Background: an optimization exercise with open tools, aiming at small area. Do not read the settings as production practice.
The RTL was checked by simulation tests, not by an equivalence proof against the original design.

==> wip/quartz <==
## lsc
module lsc #(
    parameter integer P_TICK_CYCLES        = 1000,   
    parameter integer P_SCL_HALF           = 5,      
    parameter integer P_BUS_TIMEOUT_CYCLES = 100
) (
    input  wire        clk,
    input  wire        rst_n,
    input  wire        psel,
    input  wire        penable,
    input  wire        pwrite,
    input  wire [7:0]  paddr,
    input  wire [31:0] pwdata,
    output reg  [31:0] prdata,
    output wire        pready,
    output wire        pslverr,
    input  wire        scl_i,
    input  wire        sda_i,
    output reg         scl_oe,
    output reg         sda_oe,
    output wire [7:0]  angle_o,
    output reg         angle_stb
);
    assign pready  = 1'b1;
    assign pslverr = 1'b0;
    localparam [3:0] S_IDLE    = 4'd0,
                     S_FETCH   = 4'd1,
                     S_WAIT    = 4'd2,
                     S_MAP     = 4'd3,
                     S_BUS     = 4'd4,
                     S_INIT_CK = 4'd5,
  ...
==> flow/config.mk <==
export PLATFORM = sky130hd
export DESIGN_NAME = lsc
export DESIGN_NICKNAME = lsc
export VERILOG_FILES = /design/flow/design.v
export SDC_FILE = /design/flow/constraint.sdc
export NUM_CORES = 4
export LEC_CHECK = 0
export ABC_AREA = 1
export CAP_MARGIN = 20
export CORE_MARGIN = 2
export CORE_UTILIZATION = 40
export SLEW_MARGIN = 20
==> flow/constraint.sdc <==
create_clock -name core_clock -period 30.0 [get_ports {clk}]
set_input_delay 6.0000 -clock core_clock [delete_from_list [all_inputs] [get_ports {clk}]]
set_output_delay 6.0000 -clock core_clock [all_outputs]
set_load 0.01 [all_outputs]
standard.sh (not shown) runs the stock make flow with config.mk's settings and CLKGATE_MAP_FILE= SYNTH_SCRIPT=/design/flow/synth_recipe.tcl, a recipe that flattens the netlist after the stock synthesis.
==> flow/flow/run.sh <==
#!/bin/bash
set -euo pipefail
cd "$(dirname "$0")/.."
W="$(pwd)"
rm -rf "$W/scripts_area"
cp -r "$FLOW_HOME/scripts" "$W/scripts_area"
cp "$W/flow/abc_area.script" "$W/scripts_area/abc_area.script"
bash "$W/standard.sh" \
    SCRIPTS_DIR="$W/scripts_area" \
    "CTS_ARGS=-sink_clustering_enable -repair_clock_nets -dont_use_dummy_load -buf_list sky130_fd_sc_hd__clkbuf_16 -sink_clustering_size 22 -sink_clustering_max_diameter 90" \
    "BUFFER_PORTS_ARGS=-buffer_cell sky130_fd_sc_hd__buf_1" \
    finish > "$W/flow_make.log" 2>&1
==> flow/flow/abc_area.script <==
strash
&get -n
&deepsyn -T 60 -S 7
&put
dch
map -a
strash
dch
amap -m -F 3 -A 8
strash
dch
amap -m -F 3 -A 8
strash
dch
amap -m -F 3 -A 8
strash
dch
amap -m -F 3 -A 8
strash
dch
amap -m -F 3 -A 8
strash
dch
amap -m -F 3 -A 8
strash
dch
amap -m -F 3 -A 8
strash
dch
amap -m -F 3 -A 8
strash
dch
amap -m -F 3 -A 8
topo
==> wip/zinc (differences from wip/quartz) <==
--- a/flow/design.v
+++ b/flow/design.v
@@ -171,28 +171,29 @@
                 4'd2: init_word = 32'h9000_0004;
                 4'd3: init_word = 32'h6000_0000;
                 4'd4: init_word = 32'h7300_0000;
                 4'd5: init_word = 32'h8000_0001;
                 default: init_word = 32'd0;
             endcase
         end
     endfunction
-    reg [31:0] seq_rd, w;
+    reg [31:0] seq_rd, seq_f;
     integer m;
     always @(*) begin
         seq_rd = 32'd0;
-        w      = (mode == 2'd1) ? 32'd0 : cur;
+        seq_f  = 32'd0;
         for (m = 0; m < 16; m = m + 1) begin
             if (widx[3:0] == m)
                 seq_rd = seq_rd | (seq_v[m] ? seq[m*32 +: 32] : init_word(m));
-            if (mode == 2'd1 && pc == m)
-                w = w | (seq_v[m] ? seq[m*32 +: 32] : init_word(m));
+            if (pc == m)
+                seq_f = seq_f | (seq_v[m] ? seq[m*32 +: 32] : init_word(m));
         end
     end
+    wire [31:0] w  = (mode == 2'd1) ? seq_f : cur;
     wire [3:0]  op = w[31:28];
     function automatic legal(input [31:0] x);
         begin
             case (x[31:28])
                 4'h0, 4'h1, 4'h2, 4'h5: legal = (x[27:0] == 28'd0);
                 4'h3: legal = (x[27:26] == 2'd0) &&
                               ((x[25:24] == 2'd0 && x[23:8] == 16'd0) ||
                                (x[25:24] == 2'd1 && x[23:16] == 8'd0) ||
==> flow/flow/run.sh (replaced) <==
#!/bin/bash
set -euo pipefail
cd "$(dirname "$0")/.."
W="$(pwd)"
rm -rf "$W/scripts_area"
cp -r "$FLOW_HOME/scripts" "$W/scripts_area"
cp "$W/flow/abc_area.script" "$W/scripts_area/abc_area.script"
bash "$W/standard.sh" \
    SCRIPTS_DIR="$W/scripts_area" \
    "CTS_ARGS=-sink_clustering_enable -repair_clock_nets -dont_use_dummy_load -buf_list sky130_fd_sc_hd__clkbuf_16 -sink_clustering_size 20 -sink_clustering_max_diameter 80" \
    "BUFFER_PORTS_ARGS=-buffer_cell sky130_fd_sc_hd__buf_1" \
    finish > "$W/flow_make.log" 2>&1
==> flow/flow/abc_area.script (replaced) <==
strash
ifraig
dc2
dch -f
map -a
strash
dch -f
map -a
strash
dch -f
map -a
topo
==> results.cfg <==
[run_status]
outcome = complete, no violations

[placement]
hpwl_um = 108000

[final_layout]
nets = 3510
clk_share_pct = 2.57

[power]
pg_clk_mw = 0.614

[logic_synthesis]
netlist_area_um2 = 37600
That was wip/quartz.
==> results.cfg <==
[run_status]
outcome = complete, no violations

[logic_synthesis]
netlist_area_um2 = 39800

[placement]
hpwl_um = 128000

[power]
pg_clk_mw = 0.671

[final_layout]
nets = 4274
That was wip/zinc.

## static timing again, ports no longer ideal
How much do the figures lean on ideal ports? The routed layouts below were timed once more, with nothing changed but the port constraints.
Step 1 (the two cells are an assumption about what drives the block):
set clk [get_ports {clk}]
set_driving_cell -lib_cell sky130_fd_sc_hd__clkbuf_16 $clk
set_driving_cell -lib_cell sky130_fd_sc_hd__buf_2 [delete_from_list [all_inputs] $clk]
Step 2 times the ports against the registers' clock, not the clock port: input delays grow and output delays shrink by t, the midpoint of the rising clock arrivals with the driver on.
Slacks: ideal / step 1 / step 2; pairs: ideal / step 1.
run | t (ns) | setup WS [ns] | hold slack, ns | worst data-port slew with drivers (ns) | cell pins on the clock port's net
wip/quartz | 0.678 | 9.622 / 9.622 / 9.622 | 0.471 / 0.471 / 0.471 | 0.11 | 1
wip/zinc | 0.699 | 8.040 / 8.040 / 8.040 | 0.469 / 0.469 / 0.469 | 0.10 | 1
After both steps setup and hold are still met in every run listed.
